From an optimization exercise on the open Yosys and OpenROAD flow, aimed at small area, a short achievable clock period and few clock cycles; shortcuts taken in it are not production practice.
In this exercise RTL edits were held to simulation tests only and were not proved equivalent to the original.
Power is estimated from default activity; no workload was simulated.

[flow/config.mk]
export PLATFORM = sky130hd
export DESIGN_NAME = psiframe
export DESIGN_NICKNAME = psiframe
export VERILOG_FILES = /design/flow/design.v
export SDC_FILE = /design/flow/constraint.sdc
export NUM_CORES = 4
export LEC_CHECK = 0
export CAP_MARGIN = 20
export CORE_MARGIN = 2
export CORE_UTILIZATION = 60
export SETUP_SLACK_MARGIN = 5
export SLEW_MARGIN = 20
[flow/constraint.sdc]
create_clock -name core_clock -period 10.0 [get_ports {clk}]
set_input_delay 2.0000 -clock core_clock [delete_from_list [all_inputs] [get_ports {clk}]]
set_output_delay 2.0000 -clock core_clock [all_outputs]
set_load 0.01 [all_outputs]
[flow/design.v]
module psiframe_crc8 (
  input  wire [31:0] crc_in,
  input  wire [7:0]  data,
  output reg  [31:0] crc_out
);
  integer i;
  reg fb;
  always @(*) begin
    crc_out = crc_in;
    for (i = 7; i >= 0; i = i - 1) begin
      fb      = crc_out[31] ^ data[i];
      crc_out = {crc_out[30:0], 1'b0};
      if (fb)
        crc_out = crc_out ^ 32'h04C11DB7;
    end
  end
endmodule
module psiframe (
  input  wire        clk,
  input  wire        rst,         
  input  wire        cmd_valid,
  input  wire [63:0] cmd,
  output wire        cmd_ready,
  output wire        ev_valid,
  output wire [9:0]  ev,
  input  wire        ev_ready,
  output wire        idle,
  output wire [63:0] st
);
  localparam [1:0] M_IDLE = 2'd0, M_SEC = 2'd1, M_FAULT = 2'd3;
  localparam [2:0] F_SIZE = 3'd1, F_FIELD = 3'd2, F_SEQ = 3'd3, F_OPCODE = 3'd6;
  reg [1:0]  mode;
  reg [2:0]  fault;
  reg        legacy;
  reg [7:1]  accl;       
  reg [2:0]  nbits;
  reg [31:0] crc;
  reg [9:0]  seclen;
  reg        pc_v;
  reg        pc_me;      
  reg        pc_badop;   
  reg        pc_rsv;     
  reg        pc_abort;
  reg        pc_cfg;
  reg        pc_begin;
  reg        pc_sinkr;   
  reg        pc_putb;    
  reg        pc_nbad;    
  reg        pc_endc;
  reg        pc_endn;
  reg        pc_align;
  reg [4:0]  pc_nh;      
  reg [2:0]  pc_nl;      
  reg [3:0]  pc_lo;      
  reg [31:0] pc_d;
  reg        q_e;        
  reg [31:0] q_d;        
  reg [2:0]  q_cnt;      
  reg        q_crc;      
  reg        q_mk;       
  reg        q_ab;       
  reg        o_v;
  reg  [7:0] o_d;
  reg        o_m;        
  reg        o_body;     
  wire [7:0] op = cmd[63:56];
  wire rs_hi  = |cmd[55:38];
  wire rs_mid = |cmd[37:1];
  wire rs_lo  = cmd[0];
  wire rs_all = rs_hi | rs_mid | rs_lo;
  wire [5:0] n = cmd[37:32];
  wire op_nop   = op == 8'h00;
  wire op_abort = op == 8'h01;
  wire op_cfg   = op == 8'h02;
  wire op_begin = op == 8'h10;
  wire op_putb  = op == 8'h11;
  wire op_put1  = op == 8'h12;
  wire op_align = op == 8'h13;
  wire op_endc  = op == 8'h14;
  wire op_endn  = op == 8'h15;
  wire known = op_nop | op_abort | op_cfg | op_begin | op_putb | op_put1 |
               op_align | op_endc | op_endn;
  wire rsv   = (op_putb) ? rs_hi :
               (op_cfg | op_put1) ? (rs_hi | rs_mid) : rs_all;
  wire op_sink = op_putb | op_put1 | op_align;
  wire [4:0] nh_in = op_align ? 5'b00001 : op_endc ? 5'b10000 :
                     {n[5:3] == 3'd4, n[5:3] == 3'd3, n[5:3] == 3'd2,
                      n[5:3] == 3'd1, n[5:3] == 3'd0};
  wire [2:0] nl_in = op_align ? 3'd7 : op_endc ? 3'd0 : {n[2:1], n[0] | op_put1};
  assign ev_valid = o_v;
  assign ev       = {o_m, 1'b0, o_d};
  wire beat    = o_v & ev_ready;
  wire or_free = !o_v | ev_ready;
  wire [31:0] crc_next;
  psiframe_crc8 u_crc (.crc_in(crc), .data(o_d), .crc_out(crc_next));
  wire q_bytes = q_cnt != 3'd0;
  reg  [7:0] q_dbyte, q_cbyte;
  always @(*) begin
    case (q_cnt[1:0])
      2'd1:    begin q_dbyte = q_d[7:0];   q_cbyte = crc[7:0];   end
      2'd2:    begin q_dbyte = q_d[15:8];  q_cbyte = crc[15:8];  end
      2'd3:    begin q_dbyte = q_d[23:16]; q_cbyte = crc[23:16]; end
      default: begin q_dbyte = q_d[31:24]; q_cbyte = crc[31:24]; end
    endcase
  end
  wire [7:0] q_byte = q_crc ? q_cbyte : q_dbyte;
  wire guard  = q_bytes & q_crc & o_v & o_body;
  wire xfer   = or_free & !q_e & !guard;
  wire q_last = q_bytes ? (q_cnt == 3'd1 && !q_mk) : 1'b1;
  wire in_idle  = mode == M_IDLE;
  wire in_sec   = mode == M_SEC;
  wire in_fault = mode == M_FAULT;
  wire nb0      = nbits == 3'd0;
  wire pc_bad   = pc_badop | pc_rsv;
  wire       c   = pc_lo[3];
  wire [2:0] r   = pc_lo[2:0];
  wire [4:0] kh  = c ? {pc_nh[3:0], 1'b0} : pc_nh;
  wire       kz  = kh[0];
  wire [2:0] k   = {kh[4], kh[3] | kh[2], kh[3] | kh[1]};
  reg v_big;
  integer i;
  always @(*) begin
    v_big = 1'b0;
    for (i = 0; i < 32; i = i + 1)
      if (pc_d[i] && {pc_nh[4], pc_nh[3] | pc_nh[2], pc_nh[3] | pc_nh[1], pc_nl} <= i)
        v_big = 1'b1;
  end
  wire putx = pc_putb & (pc_nbad | v_big);
  wire sink = pc_sinkr & !putx;
  wire [3:0] fit;
  assign fit[0] = legacy ? (seclen <= 10'd182) : (seclen <= 10'd1020);
  assign fit[1] = legacy ? (seclen <= 10'd181) : (seclen <= 10'd1019);
  assign fit[2] = legacy ? (seclen <= 10'd180) : (seclen <= 10'd1018);
  assign fit[3] = legacy ? (seclen <= 10'd179) : (seclen <= 10'd1017);
  wire size_ok = kh[0] | (kh[1] & fit[0]) | (kh[2] & fit[1]) |
                 (kh[3] & fit[2]) | (kh[4] & fit[3]);
  assign cmd_ready = !pc_v | q_e | !pc_me;
  wire consume  = pc_v & (q_e | !pc_me);
  wire ab_go    = pc_v & q_e & pc_abort;                 
  wire ab_emit  = ab_go & !in_idle;
  wire cfg_go   = pc_v & pc_cfg & in_idle;
  wire begin_go = pc_v & q_e & pc_begin & in_idle;
  wire sink_go  = pc_v & sink & in_sec & size_ok & (kz | q_e);
  wire emit_go  = sink_go & !kz;
  wire endc_go  = pc_v & q_e & pc_endc & in_sec & nb0 & size_ok;
  wire endn_go  = pc_v & q_e & pc_endn & in_sec & nb0;
  wire need_idle = pc_cfg | pc_begin;
  wire need_sec  = pc_sinkr | pc_endc | pc_endn;
  wire seq_bad   = (need_idle & !in_idle) | (need_sec & !in_sec);
  wire end_bad   = (pc_endc | pc_endn) & !nb0;
  wire faulty    = pc_bad | seq_bad | putx | end_bad |
                   ((pc_sinkr | pc_endc) & !size_ok);
  wire fault_go  = consume & !in_fault & faulty;
  reg [2:0] fcode;
  always @(*) begin
    if (pc_bad)         fcode = pc_badop ? F_OPCODE : F_FIELD;
    else if (seq_bad)   fcode = F_SEQ;
    else if (putx)      fcode = F_FIELD;
    else if (end_bad)   fcode = F_SEQ;
    else                fcode = F_SIZE;
  end
  wire [39:0] t = {pc_d, 8'd0} >> r;
  wire [7:0] acc8 = {accl, 1'b0};
  reg  [31:0] pk;
  always @(*) begin
    pk = t[39:8];
    pk[7:0]   = pk[7:0]   | (kh[1] ? acc8 : 8'd0);
    pk[15:8]  = pk[15:8]  | (kh[2] ? acc8 : 8'd0);
    pk[23:16] = pk[23:16] | (kh[3] ? acc8 : 8'd0);
    pk[31:24] = pk[31:24] | (kh[4] ? acc8 : 8'd0);
  end
  wire [7:0] first = ({8{kh[1]}} & pk[7:0])   | ({8{kh[2]}} & pk[15:8]) |
                     ({8{kh[3]}} & pk[23:16]) | ({8{kh[4]}} & pk[31:24]);
  wire [9:0] len = seclen + {7'd0, k};
  wire clr = ab_go | begin_go;       
  wire push = (emit_go & !(or_free & kh[1])) | endc_go | endn_go | ab_emit;
  wire q_e_next = q_e ? !push : (xfer & q_last);
  wire [2:0] nbits_next = clr ? 3'd0 : sink_go ? (pc_align ? 3'd0 : r) : nbits;
  wire [2:0] nbits_pred = !pc_v ? nbits :
                          pc_sinkr ? (pc_align ? 3'd0 : r) :
                          (pc_begin | pc_abort) ? 3'd0 : nbits;
  wire [3:0] lo_in = {1'b0, nbits_pred} + {1'b0, nl_in};
  wire [3:0] lo_b  = {1'b0, nbits_pred} + {1'b0, n[2:0]};
  wire me_in = !((op_putb & (n[5:3] == 3'd0) & !lo_b[3]) |
                 (op_put1 & (nbits_pred != 3'd7)) |
                 (op_align & (nbits_pred == 3'd0)));
  wire take = cmd_valid & cmd_ready;
  wire pc_v_next  = cmd_ready ? cmd_valid : pc_v;
  wire pc_me_next = take ? me_in : pc_me;
  always @(posedge clk) begin
    if (take) begin
      pc_badop <= !known;
      pc_rsv   <= known & rsv;
      pc_abort <= op_abort & !rs_all;
      pc_cfg   <= op_cfg & !rsv;
      pc_begin <= op_begin & !rsv;
      pc_sinkr <= op_sink & !rsv;
      pc_putb  <= op_putb;
      pc_nbad  <= (n == 6'd0) || (n > 6'd32);
      pc_endc  <= op_endc & !rsv;
      pc_endn  <= op_endn & !rsv;
      pc_align <= op_align;
      pc_nh    <= nh_in;
      pc_nl    <= nl_in;
      pc_lo    <= lo_in;
      pc_d     <= cmd[31:0];
    end
    if (q_e)
      q_d <= pk;
    if (or_free) begin
      o_d    <= q_e ? first : (q_bytes ? q_byte : {6'd0, q_ab, q_ab});
      o_m    <= !q_e & !q_bytes;
      o_body <= q_e | (q_bytes & !q_crc);
    end else if (ab_go)
      o_body <= 1'b0;
    if (rst) begin
      pc_v   <= 1'b0;
      pc_me  <= 1'b0;
      mode   <= M_IDLE;
      fault  <= 3'd0;
      legacy <= 1'b0;
      accl   <= 7'd0;
      nbits  <= 3'd0;
      crc    <= 32'hFFFFFFFF;
      seclen <= 10'd0;
      q_e    <= 1'b1;
      q_cnt  <= 3'd0;
      q_mk   <= 1'b0;
      o_v    <= 1'b0;
    end else begin
      pc_v  <= pc_v_next;
      pc_me <= pc_me_next;
      q_e   <= q_e_next;
      if (or_free)
        o_v <= q_e ? emit_go : !guard;
      if (clr)
        crc <= 32'hFFFFFFFF;
      else if (beat & o_body)
        crc <= crc_next;
      if (ab_go | endc_go | endn_go | fault_go)
        mode <= ab_go ? M_IDLE : endc_go ? M_IDLE : endn_go ? M_IDLE : M_FAULT;
      else if (begin_go)
        mode <= M_SEC;
      if (ab_go)
        fault <= 3'd0;
      else if (fault_go)
        fault <= fcode;
      if (cfg_go)
        legacy <= pc_d[0];
      nbits <= nbits_next;
      if (clr) begin
        accl   <= 7'd0;
        seclen <= 10'd0;
      end else begin
        if (sink_go)
          accl   <= t[7:1] | (kz ? accl : 7'd0);
        if (sink_go | endc_go)
          seclen <= len;
      end
      if (xfer) begin
        if (q_bytes)
          q_cnt <= q_cnt - 3'd1;
        else
          q_mk  <= 1'b0;
      end
      if (emit_go) begin
        q_cnt <= or_free ? k - 3'd1 : k;
        q_crc <= 1'b0;
        q_mk  <= 1'b0;
      end
      if (endc_go) begin
        q_cnt <= 3'd4;
        q_crc <= 1'b1;
        q_mk  <= 1'b1;
        q_ab  <= 1'b0;
      end
      if (endn_go) begin
        q_mk  <= 1'b1;
        q_ab  <= 1'b0;
      end
      if (ab_emit) begin
        q_cnt <= 3'd0;
        q_mk  <= 1'b1;
        q_ab  <= 1'b1;
      end
    end
  end
  assign idle = !pc_v & q_e & !o_v;
  assign st = {crc, 1'b0, 8'd0, 2'b00, seclen, nbits, 1'b0, legacy, 1'b0, fault, mode};
endmodule
[flow/flow/run.sh]
#!/bin/bash
set -euo pipefail
bash standard.sh SETUP_SLACK_MARGIN=6.3 finish > flow_make.log 2>&1
[flow/standard.sh]
#!/bin/bash
# synth_recipe.tcl (not shown) runs the flow's synth.tcl, then flattens the netlist and writes it again
# the make line also repeats each setting of config.mk as NAME=value (left out here)
make -C /OpenROAD-flow-scripts/flow DESIGN_CONFIG=/design/flow/config.mk WORK_HOME=/design/flow/orfs CLKGATE_MAP_FILE= SYNTH_SCRIPT=/design/flow/synth_recipe.tcl "${@:-finish}"
==> results_dict.tcl, run 1 <==
set metrics [dict create \
    status "complete, no violations" \
    grt.total_usage_pct 31.3 \
    cts_root_buf "clkbuf_16" \
    viasPerCell 6.46 \
    cts_tree "built" \
    finalHoldViolations 0 \
    fin_crit_sh_pct 36.7 \
    grt_pass1_vias 8161 \
    final.setup.tns_ps 0 \
    irDropWorstVdd_mv 0.124 \
    clockBufferDepth 2 \
    netlist_area_um2 9790 \
    cellLeakagePower_nw 4.53 \
    multi_input_area_um2 5210 \
    pin_count 145 \
    overflow 0 \
    clock_sinks 165 \
    cp-end-kind "register" \
    worst_slew_pin_slew_ps 1100 \
    die_w_um 132 \
    regArea_um2 4300 \
    drive_gt1_share_pct 10.1 \
    numCtsBuffers 17 \
    postCtsHoldBufs 0 \
    yosysMostFrequentCell "nand2_1" \
    worst-setup-path-type "in2reg" \
    core_um2 15900 \
    vias 8831 \
    synth_warnings 2 \
    nets 1223 \
    p_per_area_nw_per_um2 166 \
    wl_met2_mm 13.0 \
    wl_met1_mm 11.4 \
    synth_common_cells "nand2_1, edfxtp_1, nor2_1, a21oi_1, dfxtp_1" \
    yosys-top-cells-area "edfxtp_1, dfxtp_1, nand2_1" \
    synth_largest_area_cell "edfxtp_1" \
    diodes 0 \
    die_h_um 132 \
    fin_ws_ps 6330 \
    core.rowCount 46 \
    required_ps 10180 \
    first_pass_iters 6 \
    netlist.area_leader.share_pct 30.4 \
    grt_antenna_before_repair 0 \
    grt_pass1_wl_mm 43.6 \
    cap_violations 0 \
    start_util_pct 61.4 \
    fillCellCount 1184 \
    synth_cell_types 70 \
    pre_cts_ws_ps 5500 \
    clock_latency_ps 440 \
    crit_path_max_fanout 6 \
    synthCells 1030 \
    synth_seq_cells 165 \
    gp_congestion 0.923 \
    arrival_ps 3860 \
    clk_pin_slew_ps 60 \
    drtIter0Drc 971 \
    cts.htree.levels 4 \
    slew_headroom_pct 26.8 \
    drc 0 \
    routed_wl_mm 27.4 \
    top_layer "met4" \
    wl_per_cell_um 20.0 \
    ys.flop_type "edfxtp_1" \
    hold_path_class "reg2reg" \
    dpl.hpwl_mm 19.3 \
    post-route-min-period_ps 3670 \
    die-area_um2 17400 \
    rrSetupSlack_ps 6510 \
    syn_to_final_growth_pct 22.5 \
    cp-start-kind "input pin" \
    report.final.slew_viol_count 0 \
    max_freq_mhz 272 \
    finClkSkew_ps 11.0 \
    portBuffers 130 \
    synthArstFlopShare_pct 0 \
    ant_nets 0 \
    postSynthAreaPerCell_um2 9.51 \
    synth_edf_count 99 \
    grt_max_degree 58 \
    power.total_mw 1.99 \
    setup_viol 0 \
    route.met3.wl_mm 2.31 \
    yosysSeqAreaShare_pct 43.8 \
    rsz0062_at_grt "true" \
]
[state kept, by name, indices dropped and copies added, names as in the netlist, 2 cells and up]
signal,cells
pc_nh,5
seclen,10
q_cnt,3
pc_nl,3
nbits,3
pc_lo,4
crc,32
fault,3
q_d,32
o_d,8
mode,2
pc_d,32
accl,7
[worst max-delay path, stage by stage]
cell,delay (ps)
clkdlybuf4s50_1,610
nor2b_4,60
and3_4,160
and2_4,150
a21o_1,190
buf_4,150
fa_2,370
xor2_1,160
[logic make-up (layout without fill, tap and decap cells)]
| kind of cell | count (synthesis) | after routing | share of synthesized area [%] |
|---|---|---|---|
| and+or+nand+nor | 351 | 351 | 16.9 |
| DFF | 165 | 165 | 43.8 |
| adders and majority gates | 16 | 16 | 2.20 |
| AOI/OAI and AO/OA | 274 | 274 | 19.7 |
| xor gates and xnor gates | 74 | 74 | 6.83 |
| muxes | 47 | 47 | 5.65 |
| other | 1 | 14 | 0.0383 |
| buffers and inverters | 102 | 211 | 4.79 |
[area by class of cell]
class	instances	area share (%)
Inverter	24	0.782
Clock buffer	24	4.40
Tap cell	216	2.25
Timing Repair Buffer	155	12.9
Sequential cell	165	35.8
Multi-Input combinational cell	776	43.4
Clock inverter	8	0.480
[metal layers]
layer	up-vias	GRT usage, %
li1	4065	-
met1	4180	42.9
met2	518	50.8
met3	68	5.00
met4	0	11.1
met5	-	0
[per-stage QoR]
| step | utilization, % | area (µm²) | hold slack, ps | std cells |
|---|---|---|---|---|
| floorplan | - | 9880 | 469 | 1043 |
| finish | 75.3 | 12000 | 488 | 1368 |
| CTS | 74.6 | 11900 | 492 | 1362 |
| global route | 75.3 | 12000 | 526 | 1368 |
| global placement | 69.8 | 11100 | 473 | 1317 |
| detailed placement | 69.9 | 11100 | 480 | 1318 |
[path summary, 6_finish.rpt]
check | from | to | cells past startpoint
worst min-delay path | fault[0]$_SDFFE_PP0P_ | fault[0]$_SDFFE_PP0P_ | 2
worst min register to register | fault[0]$_SDFFE_PP0P_ | fault[0]$_SDFFE_PP0P_ | 2
worst max register to register | pc_nl[2]$_DFFE_PP_ | q_crc$_SDFFCE_PP1P_ | 10
worst max-delay path | cmd[58] | pc_lo[2]$_DFFE_PP_ | 8
[what timing repair did]
action	4_1_cts	5_1_grt
gates cloned	0	0
pin swaps	5	7
endpoints found under the setup margin	26	18
resized for setup	18	21
buffers inserted	12	6
[layout by cell type, fill, tap and decap left out, types with 6 or more instances in the layout]
master / count
nand2b_1: 12
a221o_1: 18
or2_2: 6
nor3_1: 14
a222oi_1: 18
or3_1: 6
nor4_1: 13
a22o_1: 7
dlymetal6s2s_1: 6
dfxtp_1: 64
or4_1: 6
clkbuf_16: 19
buf_4: 22
inv_1: 19
and2_1: 8
xnor2_1: 48
nor2b_1: 9
edfxtp_1: 99
o211ai_1: 42
a21oi_1: 67
nor2_1: 88
o22ai_1: 9
a21o_1: 8
a31oi_1: 11
xor2_1: 24
clkdlybuf4s50_1: 120
a211oi_1: 11
nand2_1: 113
nand3_1: 34
o21ai_0: 34
o31ai_1: 6
a22oi_1: 8
conb_1: 14
mux2i_1: 26
ha_1: 14
mux2_2: 16
[report_power, final]
part / total [mW] / switching [mW] / leakage, nW / internal [mW]
Combinational: 0.528 / 0.290 / 2.68 / 0.238
Clock: 0.650 / 0.277 / 0.296 / 0.373
Sequential: 0.816 / 0.0406 / 1.55 / 0.776
Testbench counts, summed over its fixed seeds: cycles 110,582.
==> run 2: changes to the inputs <==
==> flow/flow/run.sh (replaced) <==
#!/bin/bash
set -euo pipefail
bash standard.sh SETUP_SLACK_MARGIN=6.8 finish > flow_make.log 2>&1
==> results_dict.tcl, run 2 <==
set metrics [dict create \
    finalHoldViolations 0 \
    regArea_um2 4350 \
    clock_sinks 165 \
    synthArstFlopShare_pct 0 \
    worst_slew_pin_slew_ps 1040 \
    cp-start-kind "input pin" \
    max_freq_mhz 284 \
    synth_seq_cells 165 \
    layout.cells.non_filler 1417 \
    synth_common_cells "nand2_1, edfxtp_1, nor2_1, a21oi_1, dfxtp_1" \
    final_core_util_pct 78.4 \
    nets 1272 \
    p_per_area_nw_per_um2 164 \
    clock_latency_ps 430 \
    die_h_um 132 \
    synth_warnings 2 \
    ys.flop_type "edfxtp_1" \
    finalInstanceArea_um2 12500 \
    fin_crit_sh_pct 35.2 \
    grt_antenna_before_repair 0 \
    irDropWorstVdd_mv 0.125 \
    numCtsBuffers 17 \
    path_cells "buf_6 > nor4_4 > nor2b_4 > and3_4 > and2_4 > a21o_1 > ha_1 > a21o_1 > a21o_1" \
    grt_pass1_vias 8659 \
    yosys-top-cells-area "edfxtp_1, dfxtp_1, nand2_1" \
    netlist.area_leader.share_pct 30.4 \
    cts.htree.levels 4 \
    required_ps 10190 \
    grt.total_usage_pct 32.7 \
    finClkSkew_ps 11.0 \
    final.setup.tns_ps 0 \
    synth_cell_types 70 \
    clockBufferDepth 2 \
    cellLeakagePower_nw 4.84 \
    synth_edf_count 99 \
    drive_gt1_share_pct 21.5 \
    post-place-cells 1316 \
    pre_cts_ws_ps 5540 \
    dpl.hpwl_mm 18.9 \
    worst-setup-path-type "in2reg" \
    largestRegisters "crc x32, pc_d x32, q_d x32" \
    cp-end-kind "register" \
    status "complete, no violations" \
    overflow 0 \
    yosysSeqAreaShare_pct 43.8 \
    viasPerCell 6.51 \
    cts_tree "built" \
    netlist_area_um2 9790 \
    pin_count 145 \
    portBuffers 130 \
    cts_root_buf "clkbuf_16" \
    synth_largest_area_cell "edfxtp_1" \
    cpMaxStageDelayCell "nor4_4" \
    drc 0 \
    diodes 0 \
    postSynthAreaPerCell_um2 9.51 \
    start_util_pct 61.4 \
    cp-startpoint "cmd[61]" \
    timing.rr.start "pc_nl[2]$_DFFE_PP_" \
    die_w_um 132 \
    slew_headroom_pct 30.9 \
    report.final.slew_viol_count 0 \
    crit_path_max_fanout 3 \
    vias 9222 \
    first_pass_iters 12 \
    cp_top_family "simple AND/OR/NAND/NOR gates" \
    core.rowCount 46 \
    fin_ws_ps 6480 \
    routed_wl_mm 29.7 \
    multi_input_area_um2 5450 \
    arrival_ps 3710 \
    fillCellCount 1120 \
    cap_violations 0 \
    clk_pin_slew_ps 70 \
    final_common_cell "nand2_1" \
    drtIter0Drc 1070 \
    hold_path_class "reg2reg" \
    cp.buffers_inverters 1 \
    cpPeakStageDelay_ps 310 \
    rsz0062_at_grt "true" \
    yosysMostFrequentCell "nand2_1" \
    die-area_um2 17400 \
    gp_congestion 0.901 \
    critPathMostFrequentCell "a21o_1" \
    syn_to_final_growth_pct 27.6 \
    grt_pass1_wl_mm 45.5 \
    grt_max_degree 65 \
    ant_nets 0 \
    core_um2 15900 \
    final_cell_mix "nand2_1, edfxtp_1, nor2_1" \
    min_from "q_mk$_SDFFE_PP0P_" \
    placed_cell_area_um2 11200 \
    wl_per_cell_um 21.0 \
    setup_viol 0 \
    synthCells 1030 \
    post-route-min-period_ps 3520 \
]
[run 2: cell count changes in the layout (fill, tap and decap cells not counted), moves of 10 or more]
| cell | change |
|---|---|
| buf_2 | +21 |
| buf_4 | +36 |
| buf_6 | +15 |
| clkdlybuf4s50_1 | -116 |
| dfxtp_1 | -31 |
| dfxtp_2 | +27 |
| dlygate4sd2_1 | +82 |
| nor4_1 | -10 |
[run 2: tightest hold or removal path, delay by kind of cell, from the launching register on]
family	cells	cell delay [ps]
compound gates	2	150
flops	1	310
[run 2: timing repair]
action | CTS | global route
cloned | 0 | 1
setup buffers | 55 | 13
pin swaps | 32 | 12
hold endpoints to repair | 0 | 0
hold buffers | 0 | 0
resized for setup | 290 | 55
endpoints found under the setup margin | 202 | 47
[run 2: area by class of cell]
type | count | area share (%)
Clock inverter | 14 | 1.52
Sequential cell | 165 | 34.8
Multi-Input combinational cell | 777 | 43.6
Tap cell | 216 | 2.16
Clock buffer | 18 | 3.43
Inverter | 24 | 0.901
Timing Repair Buffer | 203 | 13.6
[run 2: cell families (layout without fill, tap and decap cells)]
logic type	count (synthesis)	after routing	synth area share (%)
other	1	14	0.0383
buffers and inverters	102	259	4.79
multiplexers	47	47	5.65
AO/OA/AOI/OAI	274	275	19.7
AND/OR/NAND/NOR	351	351	16.9
XOR/XNOR	74	74	6.83
flip-flops	165	165	43.8
adder cells (fa/ha/maj)	16	16	2.20
[run 2: metal layers]
metal	global-route usage (%)	share of wire, %	vias up
met5	0	0	-
met4	12.8	3.6	0
met3	6.07	8.2	99
met2	54.6	49	591
met1	42.4	39	4362
li1	-	-	4170
[run 2: final timing paths]
path,endpoint,slack [ps],cells past startpoint
min reg2reg,q_mk$_SDFFE_PP0P_,500,2
max,pc_lo[3]$_DFFE_PP_,6480,9
min,q_mk$_SDFFE_PP0P_,500,2
max reg2reg,q_crc$_SDFFCE_PP1P_,6840,11
[run 2: metrics by stage]
step	total power [mW]	hold WS, ps
floorplan	1.19	469
global placement	1.33	459
detailed placement	1.34	472
CTS	2.02	488
global route	2.12	527
finish	2.05	501
[run 2: where the power goes]
group / internal [mW] / leakage [nW] / switching, mW / total, mW
Sequential: 0.775 / 1.55 / 0.0364 / 0.811
Clock: 0.402 / 0.300 / 0.299 / 0.701
Combinational: 0.234 / 2.99 / 0.303 / 0.537
==> run 3: changes to the inputs <==
==> flow/flow/run.sh (replaced) <==
#!/bin/bash
set -euo pipefail
bash standard.sh SETUP_SLACK_MARGIN=6.6 finish > flow_make.log 2>&1
==> results_dict.tcl, run 3 <==
set metrics [dict create \
    cp-end-kind "register" \
    diodes 0 \
    hold_path_class "reg2reg" \
    power.total_mw 1.98 \
    yosysMostFrequentCell "nand2_1" \
    cap_violations 0 \
    p_per_area_nw_per_um2 160 \
    clockBufferDepth 2 \
    crit_path_max_fanout 3 \
    netlist_area_um2 9790 \
    synth_edf_count 99 \
    gp_congestion 0.904 \
    synth_common_cells "nand2_1, edfxtp_1, nor2_1, a21oi_1, dfxtp_1" \
    rsz0062_at_grt "true" \
    grt_antenna_before_repair 0 \
    synth_seq_cells 165 \
    largestRegisters "crc x32, pc_d x32, q_d x32" \
    cts_root_buf "clkbuf_16" \
    syn_to_final_growth_pct 25.9 \
    cts_tree "built" \
    clock_latency_ps 430 \
    synthArstFlopShare_pct 0 \
    first_pass_iters 7 \
    pre_cts_ws_ps 5540 \
    post-route-min-period_ps 3500 \
    worst-setup-path-type "in2reg" \
    report.final.slew_viol_count 0 \
    grt_pass1_wl_mm 43.5 \
    die-area_um2 17400 \
    ys.flop_type "edfxtp_1" \
    setup_viol 0 \
    grt_max_degree 58 \
    yosysSeqAreaShare_pct 43.8 \
    required_ps 10170 \
    synthCells 1030 \
    post-place-cells 1317 \
    overflow 0 \
    viasPerCell 6.34 \
    arrival_ps 3680 \
    netlist.area_leader.share_pct 30.4 \
    routed_wl_mm 28.1 \
    drtIter0Drc 942 \
    synth_warnings 2 \
    yosys-top-cells-area "edfxtp_1, dfxtp_1, nand2_1" \
    portBuffers 130 \
    final_cell_mix "nand2_1, edfxtp_1, nor2_1" \
    synth_cell_types 70 \
    finClkSkew_ps 9.66 \
    fin_crit_sh_pct 35.0 \
    grt_pass1_vias 8226 \
    wl_per_cell_um 20.2 \
    drive_gt1_share_pct 16.5 \
    layout.cells.non_filler 1389 \
    core_um2 15900 \
    pin_count 145 \
    grt.total_usage_pct 31.2 \
    slew_headroom_pct 32.6 \
    cp-start-kind "input pin" \
    fillCellCount 1156 \
    nets 1244 \
    drc 0 \
    max_freq_mhz 285 \
    cts.htree.levels 4 \
    final.setup.tns_ps 0 \
    cellLeakagePower_nw 4.89 \
    dpl.hpwl_mm 19.0 \
    numCtsBuffers 17 \
    core.rowCount 46 \
    synth_largest_area_cell "edfxtp_1" \
    irDropWorstVdd_mv 0.132 \
    final_common_cell "nand2_1" \
    vias 8808 \
    die_w_um 132 \
    postSynthAreaPerCell_um2 9.51 \
    ant_nets 0 \
    clock_sinks 165 \
    start_util_pct 61.4 \
    fin_ws_ps 6500 \
    status "complete, no violations" \
    die_h_um 132 \
    finalHoldViolations 0 \
    clk_pin_slew_ps 70 \
    worst_slew_pin_slew_ps 1010 \
]
==> run 3: cells by family (layout without fill, tap and decap cells) <==
kind of cell	count (synthesis)	count (layout)	share of synthesized area, %
compound gates	274	275	19.7
xor+xnor	74	74	6.83
fa+ha+maj	16	16	2.20
buf+inv	102	231	4.79
flops	165	165	43.8
mux	47	47	5.65
other cells	1	14	0.0383
simple gates	351	351	16.9
==> run 3: routing by layer <==
metal  track usage, %  wire (µm)
met5                0          0
met4             9.84        556
met3             5.61       2100
met2             52.1      13900
met1             41.5      11500
==> run 3: layout make-up <==
| class | instances | area, µm² | share of cell area, % |
|---|---|---|---|
| Multi-Input combinational cell | 777 | 5350 | 43.4 |
| Sequential cell | 165 | 4350 | 35.3 |
| Timing Repair Buffer | 175 | 1690 | 13.7 |
| Clock buffer | 17 | 425 | 3.45 |
| Tap cell | 216 | 270 | 2.19 |
| Clock inverter | 15 | 131 | 1.07 |
| Inverter | 24 | 111 | 0.903 |
==> run 3: worst max-delay path, cell delays in order <==
cell and delay, ps:
buf_6 90, nor4_4 270, buf_4 160, nand4_1 130, buf_4 180, a21o_1 190
buf_6 130, fa_2 370, xor2_1 150
==> run 3: where the power goes <==
group / total [mW] / internal, mW / leakage (nW) / switching, mW
Clock: 0.629 / 0.344 / 0.277 / 0.285
Sequential: 0.812 / 0.775 / 1.55 / 0.0362
Combinational: 0.535 / 0.237 / 3.07 / 0.298
==> run 3: timing repair <==
| item | in CTS | in global routing |
|---|---|---|
| buffers inserted | 22 | 17 |
| endpoints found under the hold margin | 0 | 0 |
| endpoints found under the setup margin | 87 | 110 |
| gates cloned | 0 | 1 |
| resized for setup | 130 | 67 |
| pin swaps | 28 | 24 |
| hold buffers | 0 | 0 |
==> run 3: through the flow <==
step / instance area (µm²) / util [%] / hold slack, ps
global placement: 11100 / 69.9 / 463
global route: 12300 / 77.3 / 536
floorplan: 9900 / - / 469
detailed placement: 11200 / 70.0 / 464
finish: 12300 / 77.3 / 500
CTS: 12000 / 75.3 / 473
==> run 3: final timing paths <==
kind | slack, ps | from | cells after the start | to
max | 6500 | cmd[61] | 9 | pc_lo[2]$_DFFE_PP_
min reg2reg | 500 | seclen[5]$_SDFFE_PP0P_ | 2 | seclen[5]$_SDFFE_PP0P_
max reg2reg | 6710 | pc_nh[3]$_SDFFCE_PP0P_ | 11 | seclen[8]$_SDFFE_PP0P_
min | 500 | seclen[5]$_SDFFE_PP0P_ | 2 | seclen[5]$_SDFFE_PP0P_
==> run 4: changes to the inputs <==
==> flow/flow/run.sh (replaced) <==
#!/bin/bash
set -euo pipefail
bash standard.sh SETUP_SLACK_MARGIN=6.6 "BUFFER_PORTS_ARGS=-buffer_cell sky130_fd_sc_hd__buf_1" finish > flow_make.log 2>&1
==> results_dict.tcl, run 4 <==
set metrics [dict create \
    status "complete, no violations" \
    ys.flop_type "edfxtp_1" \
    fin_crit_sh_pct 34.6 \
    core_um2 15900 \
    slew_headroom_pct 28.3 \
    nets 1230 \
    final_cell_mix "buf_1, nand2_1, edfxtp_1" \
    clock_sinks 165 \
    cp.buffers_inverters 1 \
    postSynthAreaPerCell_um2 9.51 \
    cpPeakStageDelay_ps 320 \
    vias 8623 \
    critPathMostFrequentCell "a21o_1" \
    cp_top_family "simple AND/OR/NAND/NOR gates" \
    clockBufferDepth 2 \
    gp_congestion 0.918 \
    power.total_mw 1.99 \
    finalInstanceArea_um2 11300 \
    synth_cell_types 70 \
    p_per_area_nw_per_um2 176 \
    die_h_um 132 \
    viasPerCell 6.27 \
    synth_warnings 2 \
    yosys-top-cells-area "edfxtp_1, dfxtp_1, nand2_1" \
    cp-start-kind "input pin" \
    report.final.slew_viol_count 0 \
    first_pass_iters 5 \
    diodes 0 \
    required_ps 10190 \
    grt_max_degree 58 \
    grt_pass1_vias 7831 \
    final_core_util_pct 70.9 \
    netlist.area_leader.share_pct 30.4 \
    arrival_ps 3650 \
    synth_seq_cells 165 \
    final_common_cell "buf_1" \
    hold_path_class "reg2reg" \
    numCtsBuffers 17 \
    fillCellCount 1272 \
    largestRegisters "crc x32, pc_d x32, q_d x32" \
    syn_to_final_growth_pct 15.3 \
    drive_gt1_share_pct 10.6 \
    irDropWorstVdd_mv 0.128 \
    worst-setup-path-type "in2reg" \
    clk_pin_slew_ps 70 \
    cpMaxStageDelayCell "nor4_4" \
    rsz0062_at_grt "true" \
    portBuffers 130 \
    overflow 0 \
    core.rowCount 46 \
    synthCells 1030 \
    postCtsHoldBufs 0 \
    clock_latency_ps 440 \
    dpl.hpwl_mm 18.4 \
    post-route-min-period_ps 3460 \
    synthArstFlopShare_pct 0 \
    finClkSkew_ps 11.2 \
    grt.total_usage_pct 29.9 \
    worst_slew_pin_slew_ps 1080 \
    final.setup.tns_ps 0 \
    cts.htree.levels 4 \
    routed_wl_mm 26.5 \
    cellLeakagePower_nw 4.16 \
    drc 0 \
    wl_per_cell_um 19.3 \
    max_freq_mhz 289 \
    cp-end-kind "register" \
    cap_violations 0 \
    synth_largest_area_cell "edfxtp_1" \
    netlist_area_um2 9790 \
    cts_tree "built" \
    grt_antenna_before_repair 0 \
    yosysSeqAreaShare_pct 43.8 \
    placed_cell_area_um2 10400 \
    die_w_um 132 \
    synth_edf_count 99 \
    path_cells "buf_6 > nor4_4 > nor2b_4 > and3_4 > and2_4 > a21o_1 > ha_1 > a21o_1 > a21o_1" \
    cts_root_buf "clkbuf_16" \
    die-area_um2 17400 \
    layout.cells.non_filler 1375 \
    drtIter0Drc 761 \
    ant_nets 0 \
    synth_common_cells "nand2_1, edfxtp_1, nor2_1, a21oi_1, dfxtp_1" \
    yosysMostFrequentCell "nand2_1" \
    crit_path_max_fanout 3 \
    setup_viol 0 \
    pin_count 145 \
    grt_pass1_wl_mm 41.6 \
    post-place-cells 1317 \
    start_util_pct 61.4 \
    finalHoldViolations 0 \
]
==> run 4: routing by layer <==
layer  share of wire, %  vias up  global-route usage [%]
li1                   -     4079                       -
met1                 43     4063                    41.3
met2                 48      443                    49.0
met3                7.5       38                    4.96
met4                1.6        0                    8.94
met5                  0        -                       0
==> run 4: power breakdown <==
group | internal (mW) | total, mW | leakage [nW] | switching, mW
logic | 0.208 | 0.498 | 2.30 | 0.290
registers | 0.776 | 0.812 | 1.55 | 0.0363
clock network | 0.408 | 0.682 | 0.314 | 0.274
total | 1.39 | 1.99 | 4.16 | 0.600
==> run 4: cell families after synthesis <==
logic type	Yosys count	share of synthesized area, %
buffers and inverters	102	4.79
adders and majority gates	16	2.20
and+or+nand+nor	351	16.9
other	1	0.0383
AOI/OAI and AO/OA	274	19.7
xor gates and xnor gates	74	6.83
muxes	47	5.65
DFF	165	43.8
==> run 4: worst paths after layout <==
path	cells after the start	to	slack [ps]	startpoint
setup reg to reg	12	q_cnt[2]$_SDFFE_PP0P_	6750	pc_nh[1]$_SDFFCE_PP0P_
hold reg to reg	2	fault[0]$_SDFFE_PP0P_	470	fault[0]$_SDFFE_PP0P_
setup / recovery	9	pc_lo[3]$_DFFE_PP_	6540	cmd[62]
hold / removal	2	fault[0]$_SDFFE_PP0P_	470	fault[0]$_SDFFE_PP0P_
==> run 4: layout make-up <==
class	count	area (µm²)	share of cell area [%]
multi-input cells	777	5210	46.1
flip-flops and latches	165	4300	38.1
repair buffers	161	785	6.94
clock buffers	22	539	4.77
well taps	216	270	2.39
inverters	24	106	0.941
clock inverters	10	86.3	0.764
==> run 4: worst reg2reg max path, delay by kind of cell (launching register included) <==
family	cells	cell delay [ps]
AOI/OAI and AO/OA	5	1160
buffers and inverters	3	500
DFF	1	420
and+or+nand+nor	4	1060
==> run 4: timing repair <==
item | in CTS | in global routing
gates cloned | 0 | 1
gates resized for setup | 8 | 13
setup endpoints to repair | 31 | 34
pin swaps | 4 | 5
buffers inserted | 15 | 10
==> run 4: stage by stage <==
stage          setup slack [ps]  hold WS [ps]
6_report                   6540           473
3_5_place_dp               5890           463
5_1_grt                    6470           507
4_1_cts                    6540           473
2_1_floorplan              6180           469
3_3_place_gp               5970           455
==> run 5: changes to the inputs <==
==> flow/flow/run.sh (replaced) <==
#!/bin/bash
set -euo pipefail
bash standard.sh SETUP_SLACK_MARGIN=6.6 "BUFFER_PORTS_ARGS=-buffer_cell sky130_fd_sc_hd__buf_2" finish > flow_make.log 2>&1
==> results_dict.tcl, run 5 <==
set metrics [dict create \
    status "complete, no violations" \
    start_util_pct 61.4 \
    synth_cell_types 70 \
    grt_max_degree 58 \
    max_freq_mhz 289 \
    p_comb_share_pct 26.2 \
    drive_gt1_share_pct 22.9 \
    synth_warnings 2 \
    clock_sinks 165 \
    synthCells 1030 \
    ff2ff_path_depth 13 \
    internal_power_mw 1.35 \
    switching_share_pct 30.6 \
    first_pass_iters 7 \
    fillCellCount 1222 \
    crit_path_max_fanout 3 \
    timing.rr.start "pc_nh[1]$_SDFFCE_PP0P_" \
    power_switching_uw 596 \
    cp-endpoint "pc_lo[3]$_DFFE_PP_" \
    arrival_ps 3650 \
    wl_per_cell_um 19.5 \
    vias 8841 \
    r2r-end "fault[2]$_SDFFE_PP0P_" \
    die_w_um 132 \
    numCtsBuffers 17 \
    synthArstFlopShare_pct 0 \
    synth_seq_cells 165 \
    die-area_um2 17400 \
    clk_pin_slew_ps 60 \
    yosysSeqAreaShare_pct 43.8 \
    grt_pass1_vias 7914 \
    drc 0 \
    pin_count 145 \
    dpl.hpwl_mm 18.7 \
    clock_latency_ps 430 \
    drtIter0Drc 917 \
    cts_root_buf "clkbuf_16" \
    core.rowCount 46 \
    largestRegisters "crc x32, pc_d x32, q_d x32" \
    cts.htree.levels 4 \
    cp-startpoint "cmd[61]" \
    portBuffers 130 \
    p_per_area_nw_per_um2 169 \
    yosys-top-cells-area "edfxtp_1, dfxtp_1, nand2_1" \
    fin_crit_sh_pct 34.6 \
    final_core_util_pct 72.6 \
    ant_nets 0 \
    yosysMostFrequentCell "nand2_1" \
    netlist_area_um2 9790 \
    clkPwrFrac_pct 32.3 \
    nets 1243 \
    syn_to_final_growth_pct 18.1 \
    cp-start-kind "input pin" \
    cellLeakagePower_nw 4.54 \
    grt_antenna_before_repair 0 \
    die_h_um 132 \
    holdWs_ps 456 \
    report.final.slew_viol_count 0 \
    grt.total_usage_pct 30.2 \
    synth_edf_count 99 \
    synth_common_cells "nand2_1, edfxtp_1, nor2_1, a21oi_1, dfxtp_1" \
    final_common_cell "buf_2" \
    required_ps 10190 \
    irDropWorstVdd_mv 0.137 \
    netlist.area_leader.share_pct 30.4 \
    cpPeakStageDelay_ps 290 \
    cp-end-kind "register" \
    worst_slew_pin_slew_ps 1050 \
    overflow 0 \
    final.setup.tns_ps 0 \
    setup_viol 0 \
    power.total_mw 1.95 \
    post-route-min-period_ps 3460 \
    viasPerCell 6.37 \
    finalHoldViolations 0 \
    cap_violations 0 \
    routed_wl_mm 27.0 \
    diodes 0 \
    rrSetupSlack_ps 6640 \
    path_cells "buf_6 > nor4_4 > buf_4 > nand4_1 > buf_4 > a21o_4 > ha_4 > a21o_1 > a21o_1" \
    ys.flop_type "edfxtp_1" \
    postSynthAreaPerCell_um2 9.51 \
    p_seq_share_pct 41.6 \
    synth_largest_area_cell "edfxtp_1" \
    core_um2 15900 \
    final_cell_mix "buf_2, nand2_1, edfxtp_1" \
    gp_congestion 0.923 \
    cpMaxStageDelayCell "nor4_4" \
    hold_path_class "reg2reg" \
    slew_headroom_pct 30.0 \
    finClkSkew_ps 13.2 \
    grt_pass1_wl_mm 42.2 \
    min_from "fault[0]$_SDFFE_PP0P_" \
    worst-setup-path-type "in2reg" \
    cts_tree "built" \
    rsz0062_at_grt "true" \
    clockBufferDepth 2 \
]
## run 5: how the worst min path moves through the flow
stage / endpoint / depth (start not counted) / slack [ps]
2_1_floorplan: q_mk$_SDFFE_PP0P_ / 2 / 470
3_3_place_gp: fault[0]$_SDFFE_PP0P_ / 2 / 450
3_5_place_dp: fault[0]$_SDFFE_PP0P_ / 2 / 450
4_1_cts: fault[0]$_SDFFE_PP0P_ / 2 / 460
5_1_grt: fault[0]$_SDFFE_PP0P_ / 2 / 490
6_report: fault[0]$_SDFFE_PP0P_ / 2 / 460
## run 5: area by class of cell
| type | instances | area (µm²) | share of cell area, % |
|---|---|---|---|
| Tap cell | 216 | 270 | 2.34 |
| Clock buffer | 25 | 520 | 4.50 |
| Inverter | 24 | 106 | 0.919 |
| Timing Repair Buffer | 175 | 1070 | 9.26 |
| Multi-Input combinational cell | 776 | 5260 | 45.5 |
| Sequential cell | 165 | 4300 | 37.2 |
| Clock inverter | 7 | 41.3 | 0.357 |
## run 5: cells by family (layout without fill, tap and decap cells)
group	count (synthesis)	after routing	share of synthesized area, %
muxes	47	47	5.65
and+or+nand+nor	351	351	16.9
xor gates and xnor gates	74	74	6.83
adders and majority gates	16	16	2.20
buffers and inverters	102	231	4.79
AOI/OAI and AO/OA	274	274	19.7
other	1	14	0.0383
DFF	165	165	43.8
## run 5: what timing repair did
action / CTS / global route
setup buffers: 24 / 16
pin swaps: 6 / 5
gates resized for setup: 11 / 26
setup endpoints to repair: 30 / 33
hold buffers: 0 / 0
## run 5: power by group through the flow
stage	Clock, mW	Combinational, mW	Sequential (mW)
3_3_place_gp	0	0.476	0.829
6_report	0.629	0.510	0.811
2_1_floorplan	0	0.376	0.818
3_5_place_dp	0	0.482	0.830
5_1_grt	0.664	0.551	0.815
4_1_cts	0.634	0.495	0.812
## run 5: metrics by stage
stage | cells | area [µm²] | setup WS (ps)
floorplan | 1043 | 9900 | 6180
global route | 1388 | 11600 | 6470
CTS | 1372 | 11300 | 6500
finish | 1388 | 11600 | 6540
global placement | 1315 | 10500 | 5960
detailed placement | 1316 | 10500 | 5900
## run 5: critical path: cells and delay by family
| kind | cells | cell delay, ps |
|---|---|---|
| AOI/OAI and AO/OA | 3 | 530 |
| buffers and inverters | 3 | 450 |
| and+or+nand+nor | 2 | 450 |
| adders and majority gates | 1 | 210 |
## run 5: routing by layer
| layer | global-route usage [%] | share of wire (%) |
|---|---|---|
| met3 | 5.57 | 7.5 |
| met5 | 0 | 0 |
| met2 | 47.8 | 47 |
| met1 | 42.0 | 43 |
| met4 | 10.5 | 2.6 |
==> run 6: changes to the inputs <==
==> flow/flow/run.sh (replaced) <==
#!/bin/bash
set -euo pipefail
bash standard.sh SETUP_SLACK_MARGIN=6.8 "BUFFER_PORTS_ARGS=-buffer_cell sky130_fd_sc_hd__buf_1" finish > flow_make.log 2>&1
--- a/flow/config.mk
+++ b/flow/config.mk
@@ -8,5 +8,6 @@
 export CAP_MARGIN = 20
 export CORE_MARGIN = 2
 export CORE_UTILIZATION = 60
+export CTS_BUF_LIST = sky130_fd_sc_hd__clkbuf_4 sky130_fd_sc_hd__clkbuf_8
 export SETUP_SLACK_MARGIN = 5
 export SLEW_MARGIN = 20
==> results_dict.tcl, run 6 <==
set metrics [dict create \
    pin_count 145 \
    vias 8621 \
    cp-start-kind "input pin" \
    numCtsBuffers 17 \
    synth_seq_cells 165 \
    cap_violations 0 \
    die_h_um 132 \
    report.final.slew_viol_count 0 \
    routed_wl_mm 26.6 \
    rsz0062_at_grt "true" \
    max_freq_mhz 288 \
    die_w_um 132 \
    post-route-min-period_ps 3480 \
    syn_to_final_growth_pct 15.4 \
    multi_input_area_um2 5300 \
    finalHoldViolations 0 \
    p_per_area_nw_per_um2 160 \
    r2r-end "seclen[8]$_SDFFE_PP0P_" \
    netlist.area_leader.share_pct 30.4 \
    switching_share_pct 31.8 \
    synthCells 1030 \
    min_from "fault[0]$_SDFFE_PP0P_" \
    timing.rr.start "seclen[3]$_SDFFE_PP0P_" \
    worst-setup-path-type "in2reg" \
    synth_cell_types 70 \
    worst_slew_pin_slew_ps 1060 \
    slew_headroom_pct 29.0 \
    crit_path_max_fanout 3 \
    yosysSeqAreaShare_pct 43.8 \
    yosysMostFrequentCell "nand2_1" \
    clk_pin_slew_ps 90 \
    grt_antenna_before_repair 0 \
    cts_tree "built" \
    power_switching_uw 574 \
    p_comb_share_pct 27.5 \
    cts.htree.levels 4 \
    hold_path_class "reg2reg" \
    first_pass_iters 8 \
    drtIter0Drc 807 \
    synthArstFlopShare_pct 0 \
    cellLeakagePower_nw 4.16 \
    synth_common_cells "nand2_1, edfxtp_1, nor2_1, a21oi_1, dfxtp_1" \
    clockBufferDepth 2 \
    cts_root_buf "clkbuf_8" \
    irDropWorstVdd_mv 0.129 \
    status "complete, no violations" \
    wl_per_cell_um 19.1 \
    ant_nets 0 \
    netlist_area_um2 9790 \
    ys.flop_type "edfxtp_1" \
    clock_latency_ps 470 \
    synth_warnings 2 \
    whs_path_depth 2 \
    rrSetupSlack_ps 6910 \
    viasPerCell 6.20 \
    synth_largest_area_cell "edfxtp_1" \
    core.rowCount 46 \
    synth_edf_count 99 \
    start_util_pct 61.4 \
    arrival_ps 3700 \
    holdPathEnd "fault[0]$_SDFFE_PP0P_" \
    grt_pass1_wl_mm 41.5 \
    required_ps 10220 \
    core_um2 15900 \
    fin_crit_sh_pct 34.8 \
    clock_sinks 165 \
    regArea_um2 4310 \
    portBuffers 130 \
    diodes 0 \
    gp_congestion 0.913 \
    drc 0 \
    holdWs_ps 469 \
    finClkSkew_ps 12.6 \
    postSynthAreaPerCell_um2 9.51 \
    internal_power_mw 1.23 \
    nets 1246 \
    grt_max_degree 58 \
    largestRegisters "crc x32, pc_d x32, q_d x32" \
    grt_pass1_vias 7856 \
    yosys-top-cells-area "edfxtp_1, dfxtp_1, nand2_1" \
    ff2ff_path_depth 10 \
    setup_viol 0 \
    clkPwrFrac_pct 27.6 \
    p_seq_share_pct 44.9 \
    fillCellCount 1275 \
    overflow 0 \
    final_common_cell "buf_1" \
    final_cell_mix "buf_1, nand2_1, edfxtp_1" \
    drive_gt1_share_pct 13.3 \
    final.setup.tns_ps 0 \
    dpl.hpwl_mm 18.5 \
    postCtsHoldBufs 0 \
    grt.total_usage_pct 29.7 \
    cp-end-kind "register" \
    die-area_um2 17400 \
]
==> run 6: cell counts after synthesis <==
Identical to the previous run, type by type.
==> run 6: final cells by class <==
cell class / count / area share, %
multi-input combinational: 777 / 46.9
timing repair buffer: 177 / 8.04
sequential: 165 / 38.1
tap: 216 / 2.39
inverter: 24 / 0.974
clock buffer: 21 / 2.50
clock inverter: 11 / 1.05
==> run 6: worst max-delay path, stage by stage <==
cell     delay, ps
buf_6          100
nor4_4         290
buf_4          160
nand4_1        140
buf_4          190
a21o_1         190
ha_1           300
a21o_1         170
a21o_1         150
==> run 6: what timing repair did <==
item	CTS	global route
buffers inserted	29	11
pin swaps	5	10
resized for setup	19	29
setup endpoints to repair	41	42
gates cloned	0	1
==> run 6: metrics by stage <==
stage	total power, mW	instances	util (%)	worst slack (ps)	area (µm²)
final	1.81	1391	70.9	6520	11300
after global routing	1.88	1391	70.9	6480	11300
after CTS	1.80	1379	69.6	6620	11100
after detailed placement	1.30	1318	65.1	5940	10400
after global placement	1.30	1316	64.8	5980	10300
after floorplan	1.19	1043	-	6180	9920
==> run 6: how the worst max path moves through the flow <==
stage / end / slack (ps) / from
floorplan: pc_lo[3]$_DFFE_PP_ / 6180 / cmd[62]
global placement: pc_lo[3]$_DFFE_PP_ / 5980 / cmd[62]
detailed placement: pc_lo[3]$_DFFE_PP_ / 5940 / cmd[62]
finish: pc_lo[3]$_DFFE_PP_ / 6520 / cmd[59]
global route: pc_lo[3]$_DFFE_PP_ / 6480 / cmd[59]
CTS: pc_lo[3]$_DFFE_PP_ / 6620 / cmd[59]
==> run 6: kinds of logic after synthesis <==
family	after synthesis	share of synthesized area [%]
simple gates	351	16.9
compound gates	274	19.7
flops	165	43.8
buf+inv	102	4.79
xor+xnor	74	6.83
mux	47	5.65
fa+ha+maj	16	2.20
other cells	1	0.0383
==> run 6: power by group through the flow <==
stage	logic [mW]	registers, mW	clock network (mW)
2_1_floorplan	0.376	0.818	0
3_3_place_gp	0.468	0.829	0
3_5_place_dp	0.469	0.830	0
4_1_cts	0.487	0.809	0.506
5_1_grt	0.539	0.816	0.530
6_report	0.496	0.811	0.499
==> run 6: routing by layer <==
layer / vias up / track usage (%) / part of all wire [%]
met3: 46 / 3.65 / 6.3
met4: 0 / 9.00 / 1.6
li1: 4103 / - / -
met2: 368 / 48.4 / 48
met1: 4104 / 42.0 / 44
met5: - / 0 / 0
==> run 7: changes to the inputs <==
--- a/flow/design.v
+++ b/flow/design.v
@@ -179,8 +179,10 @@
   wire [2:0] nbits_pred = !pc_v ? nbits :
                           pc_sinkr ? (pc_align ? 3'd0 : r) :
                           (pc_begin | pc_abort) ? 3'd0 : nbits;
-  wire [3:0] lo_in = {1'b0, nbits_pred} + {1'b0, nl_in};
   wire [3:0] lo_b  = {1'b0, nbits_pred} + {1'b0, n[2:0]};
+  wire [3:0] lo_1  = {1'b0, nbits_pred} + 4'd1;
+  wire [3:0] lo_7  = {1'b0, nbits_pred} + 4'd7;
+  wire [3:0] lo_in = op_put1 ? lo_1 : op_align ? lo_7 : op_endc ? {1'b0, nbits_pred} : lo_b;
   wire me_in = !((op_putb & (n[5:3] == 3'd0) & !lo_b[3]) |
                  (op_put1 & (nbits_pred != 3'd7)) |
                  (op_align & (nbits_pred == 3'd0)));
==> results_dict.tcl, run 7 <==
set metrics [dict create \
    status "complete, no violations" \
    cpPeakStageDelay_ps 370 \
    routed_wl_mm 27.7 \
    setup_viol 0 \
    holdWs_ps 460 \
    top_usage_layer "met2" \
    post-route-min-period_ps 3300 \
    first_pass_iters 5 \
    syn_to_final_growth_pct 16.0 \
    worst_slew_pin_slew_ps 1030 \
    synthArstFlopShare_pct 0 \
    synth_edf_count 99 \
    cap_violations 0 \
    r2r-end "q_e$_SDFF_PP1_" \
    die_h_um 133 \
    met1_usage_pct 42.3 \
    drive_gt1_share_pct 12.4 \
    cpMaxStageDelayCell "dfxtp_4" \
    netlist.area_leader.share_pct 29.8 \
    netlist_area_um2 9970 \
    pin_count 145 \
    gp_congestion 0.930 \
    ant_nets 0 \
    final_common_cell "nand2_1" \
    cts_tree "built" \
    cp-end-kind "primary output" \
    yosysMostFrequentCell "nand2_1" \
    postCtsHoldBufs 0 \
    grt_pass1_vias 8167 \
    layout.cells.non_filler 1438 \
    core_um2 16400 \
    timing.rr.start "pc_nl[0]$_SDFFCE_PP1P_" \
    crit_path_max_fanout 3 \
    synth_cell_types 69 \
    report.final.slew_viol_count 0 \
    vias 8893 \
    cellLeakagePower_nw 4.37 \
    rsz0062_at_grt "true" \
    min_from "fault[0]$_SDFFE_PP0P_" \
    yosysSeqAreaShare_pct 43.1 \
    nets 1291 \
    cp.buffers_inverters 3 \
    clockBufferDepth 2 \
    cp-start-kind "register" \
    power.total_mw 1.82 \
    dpl.hpwl_mm 19.5 \
    placed_cell_area_um2 10600 \
    die_w_um 133 \
    pre_cts_ws_ps 5880 \
    cp_top_family "flip-flops" \
    slew_headroom_pct 31.3 \
    holdPathEnd "fault[0]$_SDFFE_PP0P_" \
    synth_warnings 2 \
    path_cells "clkinvlp_4 > buf_6 > nor3_4 > buf_2" \
    worst-setup-path-type "reg2out" \
    grt_antenna_before_repair 0 \
    wl_per_cell_um 19.3 \
    diodes 0 \
    grt_max_degree 57 \
    post-place-cells 1373 \
    synth_largest_area_cell "edfxtp_1" \
    clock_sinks 165 \
    fin_ws_ps 6700 \
    final_core_util_pct 70.5 \
    numCtsBuffers 17 \
    cts_root_buf "clkbuf_8" \
    grt_pass1_wl_mm 43.4 \
    clk_pin_slew_ps 90 \
    met2_usage_pct 51.4 \
    hold_path_class "reg2reg" \
    irDropWorstVdd_mv 0.114 \
    finalHoldViolations 0 \
    viasPerCell 6.18 \
    use_met3_pct 4.52 \
    core.rowCount 47 \
    grt.total_usage_pct 31.0 \
    overflow 0 \
    final.setup.tns_ps 0 \
    ys.flop_type "edfxtp_1" \
    finalInstanceArea_um2 11600 \
    whs_path_depth 2 \
    rrSetupSlack_ps 6830 \
    finClkSkew_ps 14.2 \
    drtIter0Drc 842 \
    drc 0 \
    arrival_ps 1300 \
    start_util_pct 60.8 \
    portBuffers 130 \
    yosys-top-cells-area "edfxtp_1, dfxtp_1, xnor2_1" \
    cts.htree.levels 4 \
    clock_latency_ps 480 \
    synth_seq_cells 165 \
    final_cell_mix "nand2_1, buf_1, edfxtp_1" \
    synth_common_cells "nand2_1, edfxtp_1, nor2_1, a21oi_1, dfxtp_1" \
    ff2ff_path_depth 9 \
    largestRegisters "crc x32, pc_d x32, q_d x32" \
    max_freq_mhz 303 \
    required_ps 8000 \
    synthCells 1082 \
    p_per_area_nw_per_um2 157 \
    fin_crit_sh_pct 33.0 \
    die-area_um2 17700 \
    postSynthAreaPerCell_um2 9.22 \
]
==> run 7: metal layers <==
layer	part of all wire, %	routed length, µm
met4	2.2	616
met5	0	0
met1	42	11700
met2	48	13400
met3	7.2	1990
==> run 7: cell type report <==
type	instances	area, µm²
Clock buffer	21	277
Clock inverter	11	146
Tap cell	220	275
Timing Repair Buffer	173	933
Sequential cell	165	4310
Fill cell	1314	4840
Multi-Input combinational cell	817	5500
Inverter	31	133
==> run 7: worst min-delay path: cells and delay by family, from the launching register on <==
kind             cells  cell delay, ps
AND/OR/NAND/NOR      1              50
flip-flops           1             320
AO/OA/AOI/OAI        1              50
==> run 7: kinds of logic after synthesis <==
| logic type | count (synthesis) | share of synthesized area (%) |
|---|---|---|
| xor+xnor | 81 | 7.11 |
| fa+ha+maj | 18 | 2.41 |
| flops | 165 | 43.1 |
| simple gates | 372 | 17.3 |
| mux | 52 | 5.91 |
| other cells | 1 | 0.0376 |
| compound gates | 280 | 19.2 |
| buf+inv | 113 | 5.06 |
==> run 7: how the worst max path moves through the flow <==
stage | startpoint | end | slack [ps] | cells after the start
after floorplan | cmd[59] | pc_lo[3]$_DFFE_PP_ | 6320 | 9
after global placement | cmd[35] | pc_begin$_DFFE_PP_ | 5900 | 8
after detailed placement | cmd[35] | pc_begin$_DFFE_PP_ | 5880 | 8
after CTS | q_e$_SDFF_PP1_ | idle | 6650 | 4
after global routing | q_e$_SDFF_PP1_ | idle | 6660 | 4
final | q_e$_SDFF_PP1_ | idle | 6700 | 4
==> run 7: repair_timing <==
item                       in CTS  in global routing
cloned                          0                  0
buffers inserted               20                 13
resized for setup              29                 34
setup endpoints to repair      37                 30
pin swaps                       9                 13
==> run 7: where the power goes <==
group | internal, mW | switching (mW)
Sequential | 0.774 | 0.0363
Clock | 0.267 | 0.255
Combinational | 0.208 | 0.281
Testbench counts of run 7, summed over its fixed seeds: cycles 110,582.
==> run 8: changes to the inputs <==
--- a/flow/config.mk
+++ b/flow/config.mk
@@ -7,7 +7,7 @@
 export LEC_CHECK = 0
 export CAP_MARGIN = 20
 export CORE_MARGIN = 2
-export CORE_UTILIZATION = 60
+export CORE_UTILIZATION = 65
 export CTS_BUF_LIST = sky130_fd_sc_hd__clkbuf_4 sky130_fd_sc_hd__clkbuf_8
 export SETUP_SLACK_MARGIN = 5
 export SLEW_MARGIN = 20
==> results_dict.tcl, run 8 <==
set metrics [dict create \
    fillCellCount 1091 \
    nets 1283 \
    die_w_um 128 \
    final.setup.tns_ps 0 \
    clockBufferDepth 2 \
    synthCells 1082 \
    grt.total_usage_pct 32.6 \
    grt_antenna_before_repair 0 \
    netlist_area_um2 9970 \
    viasPerCell 6.46 \
    synth_cell_types 69 \
    drive_gt1_share_pct 12.3 \
    worst-setup-path-type "in2reg" \
    final_cell_mix "nand2_1, buf_1, edfxtp_1" \
    portBuffers 130 \
    yosysSeqAreaShare_pct 43.1 \
    vias 9033 \
    setup_viol 0 \
    pin_count 145 \
    drc 0 \
    cts.htree.levels 4 \
    finalHoldViolations 0 \
    arrival_ps 3670 \
    synth_common_cells "nand2_1, edfxtp_1, nor2_1, a21oi_1, dfxtp_1" \
    synth_warnings 2 \
    clock_sinks 165 \
    grt_pass1_wl_mm 41.9 \
    synth_top_family_by_area "compound AO/OA/AOI/OAI gates" \
    core_um2 15100 \
    irDropWorstVdd_mv 0.146 \
    cpPeakStageDelay_ps 380 \
    die_h_um 128 \
    cellLeakagePower_nw 4.32 \
    p_per_area_nw_per_um2 156 \
    postSynthAreaPerCell_um2 9.22 \
    numCtsBuffers 17 \
    dpl.hpwl_mm 19.1 \
    clock_latency_ps 460 \
    yosys.area_share.simple_pct 17.3 \
    die-area_um2 16400 \
    yosysMostFrequentCell "nand2_1" \
    cts_root_buf "clkbuf_8" \
    routed_wl_mm 27.4 \
    fin_crit_sh_pct 33.6 \
    path_cells "clkbuf_2 > nor4_2 > nand4_1 > nor3_4 > and2_4 > o21ai_4 > or2_4 > nor3_2" \
    first_pass_iters 6 \
    cp-startpoint "cmd[28]" \
    holdWs_ps 461 \
    cts_tree "built" \
    report.final.slew_viol_count 0 \
    timing.rr.start "pc_nh[2]$_SDFFCE_PP0P_" \
    synth_xor_area_share_pct 7.11 \
    diodes 0 \
    synthArstFlopShare_pct 0 \
    yosys-top-cells-area "edfxtp_1, dfxtp_1, xnor2_1" \
    drtIter0Drc 875 \
    largestRegisters "crc x32, pc_d x32, q_d x32" \
    whs_path_depth 2 \
    worst_slew_pin_slew_ps 1050 \
    cp.buffers_inverters 1 \
    ys.flop_type "edfxtp_1" \
    hold_path_class "reg2reg" \
    cp-start-kind "input pin" \
    grt_max_degree 57 \
    synth_fa_ha_area_share_pct 2.41 \
    synth_seq_cells 165 \
    cp_top_family "simple AND/OR/NAND/NOR gates" \
    clk_pin_slew_ps 80 \
    start_util_pct 66.1 \
    max_freq_mhz 298 \
    cp-end-kind "register" \
    crit_path_max_fanout 3 \
    synth_edf_count 99 \
    slew_headroom_pct 30.0 \
    post-route-min-period_ps 3360 \
    grt_pass1_vias 8068 \
    synth_mux_area_share_pct 5.91 \
    netlist.area_leader.share_pct 29.8 \
    cp_num_cells 8 \
    pre_cts_ws_ps 5970 \
    gp_congestion 0.935 \
    min_from "fault[0]$_SDFFE_PP0P_" \
    overflow 0 \
    syn_to_final_growth_pct 14.6 \
    cpMaxStageDelayCell "nor4_2" \
    status "complete, no violations" \
    required_ps 10310 \
    ff2ff_path_depth 9 \
    ant_nets 0 \
    cap_violations 0 \
    wl_per_cell_um 19.6 \
    final_common_cell "nand2_1" \
    synth_largest_area_cell "edfxtp_1" \
    rsz0062_at_grt "true" \
    core.rowCount 45 \
    synth_compound_area_share_pct 19.2 \
    finClkSkew_ps 17.1 \
    fin_ws_ps 6640 \
]
run 8: cell count changes in the layout (fill, tap and decap cells not counted), sizes merged:
cell,delta
clkinv,+1
bufinv,-1
buf,-10
clkbuf,+4
inv,-3
clkinvlp,+1
run 8: routing by layer:
| metal | vias to the layer above | wire length, µm | GRT usage (%) |
|---|---|---|---|
| met5 | - | 0 | 0 |
| met4 | 0 | 894 | 13.1 |
| met3 | 76 | 2270 | 5.97 |
| met2 | 502 | 13300 | 52.8 |
| met1 | 4239 | 11000 | 43.8 |
| li1 | 4216 | - | - |
run 8: final cells by class:
class                   instances  area (µm²)  share of cell area [%]
clock buffers                  23         292                    2.55
clock inverters                 9         104                   0.908
inverters                      31         133                    1.16
multi-input cells             817        5510                    48.2
flip-flops and latches        165        4310                    37.7
well taps                     188         235                    2.06
repair buffers                165         856                    7.49
run 8: metrics by stage:
stage | utilization, % | instances | cell area [µm²] | power, mW
2_1_floorplan | - | 1095 | 10200 | 1.18
3_3_place_gp | 69.9 | 1341 | 10500 | 1.28
3_5_place_dp | 70.0 | 1342 | 10600 | 1.29
4_1_cts | 73.9 | 1389 | 11100 | 1.78
5_1_grt | 75.8 | 1398 | 11400 | 1.86
6_report | 75.8 | 1398 | 11400 | 1.78
run 8: repair_timing:
| item | 4_1_cts | 5_1_grt |
|---|---|---|
| setup buffers | 15 | 9 |
| hold buffers | 0 | 0 |
| gates resized for setup | 16 | 54 |
| pin swaps | 5 | 16 |
| setup endpoints to repair | 36 | 25 |
run 8: path summary, 6_finish.rpt:
kind | end | slack [ps]
setup reg to reg | q_e$_SDFF_PP1_ | 6960
hold reg to reg | fault[0]$_SDFFE_PP0P_ | 460
setup / recovery | pc_begin$_DFFE_PP_ | 6640
hold / removal | fault[0]$_SDFFE_PP0P_ | 460
run 8: tightest hold or removal path, delay by kind of cell, from the launching register on:
family	cells	cell delay (ps)
compound gates	1	50
simple gates	1	50
flops	1	320
run 8: report_power, final:
part           internal [mW]  leakage, nW  switching (mW)
Combinational          0.207         2.57           0.282
Sequential             0.774         1.55          0.0370
Clock                  0.245        0.208           0.238
Total                   1.23         4.32           0.557
run 8: cells by family (layout without fill, tap and decap cells):
logic type	Yosys count	count (layout)
AOI/OAI and AO/OA	280	280
xor gates and xnor gates	81	81
adders and majority gates	18	18
buffers and inverters	113	228
DFF	165	165
muxes	52	52
other	1	14
and+or+nand+nor	372	372

[static timing again, ports no longer ideal]
In the flow no input, the clock included, has a driving cell. The finished layouts below were timed again as built, in two steps. Step 1 assumes that a clkbuf_16 drives the clock port and a buf_2 every other input. Step 2 times the ports against the registers' clock, not the clock port: input delays grow and output delays shrink by t, the midpoint of the rising clock arrivals with the driver on. Slacks: no drivers / after step 1 / after step 2; pairs: no drivers / after step 1.
| run | shift t [ns] | setup slack, ns | latest minus earliest clock arrival (ns) |
|---|---|---|---|
| run 1 | 0.468 | 6.329 / 6.323 / 5.876 | 0.011 / 0.011 |
| run 2 | 0.470 | 6.481 / 6.494 / 6.024 | 0.011 / 0.010 |
| run 3 | 0.468 | 6.496 / 6.507 / 6.039 | 0.011 / 0.011 |
| run 4 | 0.475 | 6.540 / 6.551 / 6.076 | 0.012 / 0.012 |
| run 5 | 0.469 | 6.537 / 6.546 / 6.077 | 0.013 / 0.014 |
| run 6 | 0.495 | 6.524 / 6.525 / 6.029 | 0.013 / 0.013 |
| run 7 | 0.506 | 6.697 / 6.660 / 6.299 | 0.016 / 0.017 |
| run 8 | 0.490 | 6.645 / 6.654 / 6.163 | 0.017 / 0.017 |
After both steps every run listed still meets setup and hold. The setup slack of run 6, which loses most, moves by +0.001 ns with the drivers and by -0.495 ns with both steps.
